Context: an optimization exercise on an open-source flow, tuned for small area and a short achievable clock period. The choices shown serve that exercise and are no tape-out recipe. At most, simulation tests tie the RTL to the original design; equivalence was not proved.

==> module r19c_timebase, before the edit <==
module r19c_timebase #(
    parameter J = 28
) (
    input  wire        clk,
    input  wire        rst,
    input  wire        tmr_en,      
    input  wire        ie_clr,      
    input  wire        ie_set,      
    input  wire        tset,        
    input  wire [63:0] tset_val,
    output wire [61:0] cnt,         
    output wire [63:0] now_us,
    output wire [63:0] now_ms
);
    localparam NH = 61 - J;         
    localparam QH = 55 - J;         
    reg  [7:0]    tcnt;
    reg  [61:8]   mono_h;
    reg           ovf_pend;
    reg           ie;
    reg  [QH-1:0] q_hi;             
    reg  [8:0]    s_hi;             
    wire        ie_next = ie_clr ? 1'b0 : (ie_set ? 1'b1 : ie);
    wire        wrap    = tmr_en && (&tcnt);
    wire [8:0]  tc;
    assign tc[0] = tmr_en;
    genvar i;
    generate
        for (i = 0; i < 8; i = i + 1) begin : g_tc
            assign tc[i+1] = tc[i] & tcnt[i];
        end
    endgenerate
    wire [7:0]  tcnt_inc = tcnt ^ tc[7:0];
    wire        add1 = ie_next & (ovf_pend ^ wrap);
    wire        add2 = ie_next & ovf_pend & wrap;
    wire        c9   = (mono_h[8] & add1) | add2;
    wire [62:9] p9;
    assign p9[9] = 1'b1;
    generate
        for (i = 9; i < 62; i = i + 1) begin : g_p9
            assign p9[i+1] = p9[i] & mono_h[i];
        end
    endgenerate
    wire [61:8] mono_inc = {mono_h[61:9] ^ ({53{c9}} & p9[61:9]), mono_h[8] ^ add1};
    wire        cx     = c9 & p9[J+1];
    wire        hi_all = &mono_h[61:J+1];
    wire [2:0]  r1i, r2i, r3i;
    wire        k1, k2, k3;
    r19c_d5inc u_i1 (.r(s_hi[2:0]), .ci(cx), .rn(r1i), .co(k1));
    r19c_d5inc u_i2 (.r(s_hi[5:3]), .ci(k1), .rn(r2i), .co(k2));
    r19c_d5inc u_i3 (.r(s_hi[8:6]), .ci(k2), .rn(r3i), .co(k3));
    wire [QH:0] qc;
    assign qc[0] = k3;
    generate
        for (i = 0; i < QH; i = i + 1) begin : g_qc
            assign qc[i+1] = qc[i] & q_hi[i];
        end
    endgenerate
    wire          hwrap = cx & hi_all;
    wire [QH-1:0] q_inc = hwrap ? {QH{1'b0}} : (q_hi ^ qc[QH-1:0]);
    wire [8:0]    s_inc = hwrap ? 9'd0 : {r3i, r2i, r1i};
    wire [NH-1:0] hq;
    wire [8:0]    hs;
    r19c_d125c #(.N(NH)) u_hi (.s_in(9'd0), .x(tset_val[61:J+1]), .q(hq), .s_out(hs));
    always @(posedge clk) begin
        if (rst) begin
            tcnt     <= 8'd0;
            mono_h   <= 54'd0;
            ovf_pend <= 1'b0;
            ie       <= 1'b1;
            q_hi     <= {QH{1'b0}};
            s_hi     <= 9'd0;
        end else begin
            ie       <= ie_next;
            if (tset) begin
                tcnt   <= tset_val[7:0];
                mono_h <= tset_val[61:8];
                q_hi   <= hq[QH-1:0];
                s_hi   <= hs;
            end else begin
                tcnt   <= tcnt_inc;
                mono_h <= mono_inc;
                q_hi   <= q_inc;
                s_hi   <= s_inc;
            end
            ovf_pend <= ~tset & ~ie_next & (ovf_pend | wrap);
        end
    end
    wire [J-1:0] lq;
    wire [8:0]   ls_unused;
    r19c_d125c #(.N(J)) u_lo (.s_in(s_hi), .x(cnt[J:1]), .q(lq), .s_out(ls_unused));
    assign cnt    = {mono_h, tcnt};
    assign now_us = {mono_h, tcnt, 2'b00};
    assign now_ms = {9'd0, q_hi, lq};
endmodule
export LEC_CHECK = 0
export ABC_AREA = 1
export CAP_MARGIN = 20
export CORE_MARGIN = 2
export CORE_UTILIZATION = 70
export PLACE_DENSITY = 0.8
export SLEW_MARGIN = 20
create_clock -name core_clock -period 130.0 [get_ports {clk}]
standard.sh (not shown) runs the stock make flow with config.mk's settings and CLKGATE_MAP_FILE= SYNTH_SCRIPT=/design/flow/synth_recipe.tcl, a recipe that flattens the netlist after the stock synthesis.
==> flow/flow/run.sh <==
#!/bin/bash
# Layout flow: the standard synthesis, then an area-oriented re-mapping of the
# combinational logic that is off the time-critical paths, then the standard layout.
#
# The cells kept as synthesis mapped them are the flip-flops and the fan-in cones of the
# divider's cut registers (u_tb.q_hi*, u_tb.s_hi*) and of the now_ms outputs; those cones
# hold the paths from the inputs and to the outputs that set the period. Everything else
# is re-mapped by ABC (remap.abc) for area. Each tool writes its own log here.
set -euo pipefail
W=$(pwd)
R=$W/orfs/results/${FLOW_PLATFORM}/r19c_top/base
LIB=${FLOW_HOME}/platforms/${FLOW_PLATFORM}/lib/sky130_fd_sc_hd__tt_025C_1v80.lib
YOSYS=${FLOW_HOME}/../tools/install/yosys/bin/yosys
[[ -x $YOSYS ]] || YOSYS=yosys

bash standard.sh synth > synth.log 2>&1
cp "$R/1_2_yosys.v" netlist_std.v

remap_ok=0
if python3 flow/crit.py netlist_std.v keep.v stubs.v "$LIB" 'u_tb.q_hi,u_tb.s_hi' 'now_ms' > crit.log 2>&1; then
  cat > remap.ys <<EOT
read_liberty -ignore_miss_func $LIB
read_verilog stubs.v
read_verilog keep.v
hierarchy -top ${FLOW_TOP}
flatten
rename -hide w:*.*
opt_clean -purge
abc -script $W/flow/remap.abc -liberty $LIB -dont_use *lpflow* -dont_use *probe* -dont_use *clkdly* -dont_use *dlygate* -dont_use *clkbuf* -dont_use *clkinv*
opt_clean -purge
splitnets
opt_clean -purge
hilomap -singleton -hicell sky130_fd_sc_hd__conb_1 HI -locell sky130_fd_sc_hd__conb_1 LO
insbuf -buf sky130_fd_sc_hd__buf_4 A X
opt_clean -purge
stat
write_verilog -noattr -nohex -nodec remapped_keep.v
EOT
  if "$YOSYS" -s remap.ys > remap.log 2>&1; then
    sed 's/KEEP_sky130/sky130/g' remapped_keep.v > remapped.v
    if python3 flow/ffcheck.py netlist_std.v remapped.v > ffcheck.log 2>&1; then
      remap_ok=1
    fi
  fi
fi
echo "remap_ok=$remap_ok" > remap_status.log
if [[ $remap_ok == 1 ]]; then
  cp remapped.v "$R/1_2_yosys.v"
  touch "$R/1_2_yosys.v"
fi

# Port buffers: a plain buffer in place of the delay buffer the tool picks by itself.
bash standard.sh "BUFFER_PORTS_ARGS=-buffer_cell sky130_fd_sc_hd__buf_1" finish > layout.log 2>&1
Other scripts of this flow, unchanged in this note and not shown: flow/flow/crit.py, flow/flow/ffcheck.py, flow/flow/remap.abc
Next try:
--- a/flow/design.v
+++ b/flow/design.v
@@ -44,11 +44,11 @@
     assign rn[0] = ci ? ~r[1] : r[0];
     assign rn[1] = ci ? r[0] | (r[1] & ~r[2]) : r[1];
     assign rn[2] = ci ? (r[0] & ~r[1]) | (r[1] & ~r[2] & ~r[0]) : r[2];
 endmodule
 module r19c_timebase #(
-    parameter J = 28
+    parameter J = 26
 ) (
     input  wire        clk,
     input  wire        rst,
     input  wire        tmr_en,      
     input  wire        ie_clr,      
Effect:
- The changed run completed with no timing, DRC or antenna violations
- non-clock buffer count rose by 2
- wire length drops by 3.8%
- global-route usage shrinks by 0.15 points
- setup slack degrades by 420 ps
- synthesized cell count barely changes
Function not checked in the first run of this note: the RTL went through the layout flow alone.

==> what the ideal ports hide <==
How much do the figures lean on ideal ports? The routed layouts below were timed once more, with nothing changed but the port constraints.
Step 1 sets driving cells, clkbuf_16 on the clock port and buf_2 on the other inputs (assumed; they add their load-dependent delay and slew).
Step 2 moves the port delays by t, midway between the first and last clock arrival at a register: inputs arrive t later, outputs are due t later. That takes back most of the time a late clock gives input paths.
a / b / c = ideal ports / drivers / drivers and shift; a / b = the first two.
| run | shift t [ns] | setup slack, ns | hold slack, ns | worst slew at a driven data input, ns | cell pins on the clock port's net |
|---|---|---|---|---|---|
| the first run | 0.608 | 93.640 / 93.579 / 93.889 | 0.457 / 0.457 / 0.457 | 0.09 | 1 |
| the second run | 0.609 | 93.215 / 93.160 / 92.954 | 0.464 / 0.464 / 0.464 | 0.09 | 1 |
After both steps setup and hold are still met in every run listed. For the second run, which loses most, drivers alone change the setup slack by -0.055 ns; drivers and shift together by -0.261 ns.
